What follows belongs to an exercise in optimizing a design on an open flow for small area; a production flow would make more cautious choices. In this exercise RTL edits were held to simulation tests only and were not proved equivalent to the original. Power figures rest on the tool's default switching activity, not on a simulated workload.

== job 3273 ==
## async_fifo_dual
module async_fifo_dual (
    input  wire        clk,
    input  wire        rst_n,           
    input  wire        a_valid,
    input  wire [11:0] a_cmd,
    output reg  [18:0] a_rsp,
    output reg         a_rsp_valid,
    output wire        a_err,
    input  wire        ser_ext,         
    input  wire        s_valid,
    input  wire [11:0] s_cmd,
    output reg  [18:0] s_rsp,
    output reg         s_rsp_valid,
    input  wire        p_txe,
    input  wire        p_rxne,
    input  wire [7:0]  p_rdata,
    output reg  [7:0]  p_wdata,
    output reg         p_wr,
    output reg         p_rd,
    output reg         p_clr_rxne,
    output wire        p_txeie,
    output wire        irq
);
    localparam AW_TX = 5;               
    localparam AW_RX = 4;               
    localparam [3:0] A_NOP      = 4'h0,
                     A_TX_ENQ   = 4'h1,
                     A_TX_COUNT = 4'h2,
                     A_TX_FULL  = 4'h3,
                     A_RX_DEQ   = 4'h4,
                     A_RX_COUNT = 4'h5,
                     A_ERR_READ = 4'h6,
                     A_ERR_CLR  = 4'h7;
    localparam [3:0] S_NOP      = 4'h0,
                     S_ISR      = 4'h1,
                     S_TX_DEQ   = 4'h2,
                     S_RX_ENQ   = 4'h3,
                     S_TX_COUNT = 4'h4,
                     S_TX_FULL  = 4'h5;
    reg              tx_enq, tx_deq, rx_enq, rx_deq;
  ...
Size in the first run: ~1500 cells after synthesis, ~510 flip-flops.
Settings: LEC_CHECK=0, CAP_MARGIN=20, CORE_MARGIN=2, CORE_UTILIZATION=70, SLEW_MARGIN=20, SYNTH_HIERARCHICAL=1; clock period 13.0 ns.
standard.sh (not shown) runs the stock make flow with config.mk's settings and CLKGATE_MAP_FILE= SYNTH_SCRIPT=/design/flow/synth_recipe.tcl, a recipe that flattens the netlist after the stock synthesis.
==> flow/flow/run.sh <==
#!/bin/bash
# Standard ORFS layout with two placement/CTS arguments changed:
#  - port buffers use the smallest buffer cell
#  - CTS clusters up to 25 sinks within 100 um and adds no dummy loads
set -euo pipefail
export BUFFER_PORTS_ARGS="-buffer_cell sky130_fd_sc_hd__buf_1"
export CTS_ARGS="-sink_clustering_enable -repair_clock_nets -sink_clustering_size 25 -sink_clustering_max_diameter 100 -dont_use_dummy_load"
bash standard.sh > standard_flow.log 2>&1
Here is what was changed in the inputs of job 5923 compared with job 3273.
==> flow/flow/run.sh <==
#!/bin/bash
# Layout: the standard flow (standard.sh) with these changes:
#  - synthesis: ORFS's synthesis script unchanged except for the ABC mapping
#    script (flow/abc_relaxed.script: ORFS's speed script with the delay
#    relaxed for area in &nf and without the final buffering and resizing,
#    the clock period leaves ample slack); registers are untouched by ABC, so
#    they are the standard synthesis's, and synth_recipe.tcl's wrapper
#    (-nofsm -noshare, flatten, rename) is kept as is;
#  - port buffers use the smallest buffer cell (every port still gets one);
#  - CTS uses clkbuf_4 clusters of up to 10 sinks within 40 um, no dummy loads.
# Make's output goes to standard_flow.log; each ORFS step keeps its own log
# under orfs/logs.
set -euo pipefail
W=$(pwd)
F=$(cd "$(dirname "$0")" && pwd)

cp "$FLOW_HOME/scripts/synth.tcl" own_synth.tcl
cp "$FLOW_HOME/scripts/synth_preamble.tcl" own_synth_preamble.tcl
sed -i "s#source \$::env(SCRIPTS_DIR)/synth_preamble.tcl#source $W/own_synth_preamble.tcl#" own_synth.tcl
sed -i "s#set abc_script \$::env(SCRIPTS_DIR)/abc_speed.script#set abc_script $F/abc_relaxed.script#" own_synth_preamble.tcl
sed "s#source \$::env(SCRIPTS_DIR)/synth.tcl#source $W/own_synth.tcl#" synth_recipe.tcl > own_synth_recipe.tcl
sed "s#SYNTH_SCRIPT=[^ ]*synth_recipe.tcl#SYNTH_SCRIPT=$W/own_synth_recipe.tcl#" standard.sh > own_standard.sh
grep -q "own_synth_preamble.tcl" own_synth.tcl
grep -q "abc_relaxed.script" own_synth_preamble.tcl
grep -q "own_synth.tcl" own_synth_recipe.tcl
grep -q "own_synth_recipe.tcl" own_standard.sh

export BUFFER_PORTS_ARGS="-buffer_cell sky130_fd_sc_hd__buf_1"
export CTS_ARGS="-sink_clustering_enable -repair_clock_nets -sink_clustering_size 10 -sink_clustering_max_diameter 40 -dont_use_dummy_load -buf_list sky130_fd_sc_hd__clkbuf_4"
bash own_standard.sh > standard_flow.log 2>&1
==> flow/flow/abc_relaxed.script (new file) <==
&get -n
&st
&dch
&nf -R 1000 -p
&st
&syn2
&if -g -K 6
&synch2
&nf -R 1000 -p
&st
&syn2
&if -g -K 6
&synch2
&nf -R 1000 -p
&st
&syn2
&if -g -K 6
&synch2
&nf -R 1000 -p
&st
&syn2
&if -g -K 6
&synch2
&nf -R 1000 -p
&st
&syn2
&if -g -K 6
&synch2
&nf -R 1000 -p
&put
topo
Notes after the runs:
Every run in the comparison, job 5923 and job 3273, completed the flow with a clean layout.
In the reports for job 5923 and job 3273, the smaller clock network latency to the later pin of the worst-skew pair belongs to job 3273.
Job 5923 reports its launch point of the worst path as p_txe while job 3273 reports rst_n.
Job 5923 against job 3273: worst setup slack after layout higher; first-pass GRT wire length lower; synthesized area divided by synthesized cell count higher; worst hold slack higher; setup slack at placement higher.
Row vertical die dimension: job 5923 lower / job 3273 higher
Comparing job 5923 with job 3273, the fraction of power consumed by combinational cells came out essentially unchanged.
A largest family of logic cells by synthesized area of compound AO/OA/AOI/OAI gates is what job 3273 shows, while simple AND/OR/NAND/NOR gates belongs to job 5923.
| post-layout total power | job 5923 vs job 3273 | better |
| initial standard-cell utilization of the core | job 5923 vs job 3273 | 0.61 points higher |
When job 5923 is measured against job 3273, its routed via count turns out about 1.3% lower.
Setup changes, job 5923 to job 4311
==> flow/flow/run.sh <==
#!/bin/bash
# Standard ORFS layout (the standard.sh) with two arguments changed:
#  - port buffers use the smallest buffer cell (every port still gets one)
#  - CTS uses clkbuf_4 clusters of up to 10 sinks within 40 um, no dummy loads
# The make output goes to standard_flow.log; each ORFS step keeps its own log
# under orfs/logs.
set -euo pipefail
export BUFFER_PORTS_ARGS="-buffer_cell sky130_fd_sc_hd__buf_1"
export CTS_ARGS="-sink_clustering_enable -repair_clock_nets -sink_clustering_size 10 -sink_clustering_max_diameter 40 -dont_use_dummy_load -buf_list sky130_fd_sc_hd__clkbuf_4"
bash standard.sh > standard_flow.log 2>&1
removed: flow/flow/abc_relaxed.script
- Where worst setup slack is concerned, job 5923 is better than job 4311.
- Of the two candidates, job 5923 has the better minimum clock period and job 4311 the worse one.
- Leakage power (job 4311 vs. job 5923) increases by a few percent
- Looking only at starting utilization of the core area, and setting everything else aside, the lower value of job 4311 and job 5923 goes to job 4311.
- Comparing number of logic stages on the critical path including buffering for job 4311 and job 5923, the smaller number came from job 4311.
- Relative to job 5923, the fraction of synthesized area in multiplexers of job 4311 is higher by 0.24 points.
- Relative to job 5923, the number of instances in the synthesized netlist measured on job 4311 has increased by a few percent.
- Comparing job 4311 with job 5923, the portion of the layout cell area used by clock cells came out essentially unchanged.
Relative to job 4311, the following input files were edited for job 835:
==> flow/flow/run.sh <==
#!/bin/bash
# Standard ORFS layout with two placement/CTS arguments changed:
#  - port buffers use the smallest buffer cell
#  - CTS clusters up to 25 sinks within 100 um and adds no dummy loads
set -euo pipefail
export BUFFER_PORTS_ARGS="-buffer_cell sky130_fd_sc_hd__buf_1"
export CTS_ARGS="-sink_clustering_enable -repair_clock_nets -sink_clustering_size 14 -sink_clustering_max_diameter 50 -dont_use_dummy_load -buf_list \"sky130_fd_sc_hd__clkbuf_4 sky130_fd_sc_hd__clkbuf_8\""
bash standard.sh > standard_flow.log 2>&1
Findings:
Job 835 ran to completion and came out clean on the timing, design-rule and antenna checks. Comparing job 835 with job 4311, the fraction of the cycle the final worst path needs came out essentially unchanged. Job 835 has routed wire length below what job 4311 had. Compared job 835 vs job 4311, and met2 capacity usage during global routing is down in job 835. Compared with job 4311, job 835 shows a lower initial antenna violation count. In terms of total length of routed met3 wires, job 4311 and job 835 differ only marginally. Diff job 4311..job 835 | mean number of vias per cell | negligible.

## re-timing with driven ports
In the flow no input, the clock included, has a driving cell. The finished layouts below were timed again as built, in two steps. Step 1 assumes that a clkbuf_16 drives the clock port and a buf_2 every other input. Step 2 also shifts input and output timing later by t, the mid clock arrival at the registers, as if the neighbouring blocks saw the same clock. Slacks: no drivers / after step 1 / after step 2; pairs: no drivers / after step 1.
run | shift t [ns] | setup WS [ns] | hold slack, ns
job 3273 | 0.586 | 4.955 / 4.934 / 4.934 | 0.437 / 0.437 / 0.437
job 5923 | 0.776 | 5.756 / 5.735 / 5.735 | 0.473 / 0.473 / 0.473
job 4311 | 0.769 | 4.952 / 4.930 / 4.930 | 0.431 / 0.431 / 0.431
job 835 | 0.602 | 4.942 / 4.921 / 4.921 | 0.444 / 0.444 / 0.444
After both steps setup and hold are still met in every run listed. For job 4311, which loses most, drivers alone change the setup slack by -0.022 ns; drivers and shift together by -0.022 ns.
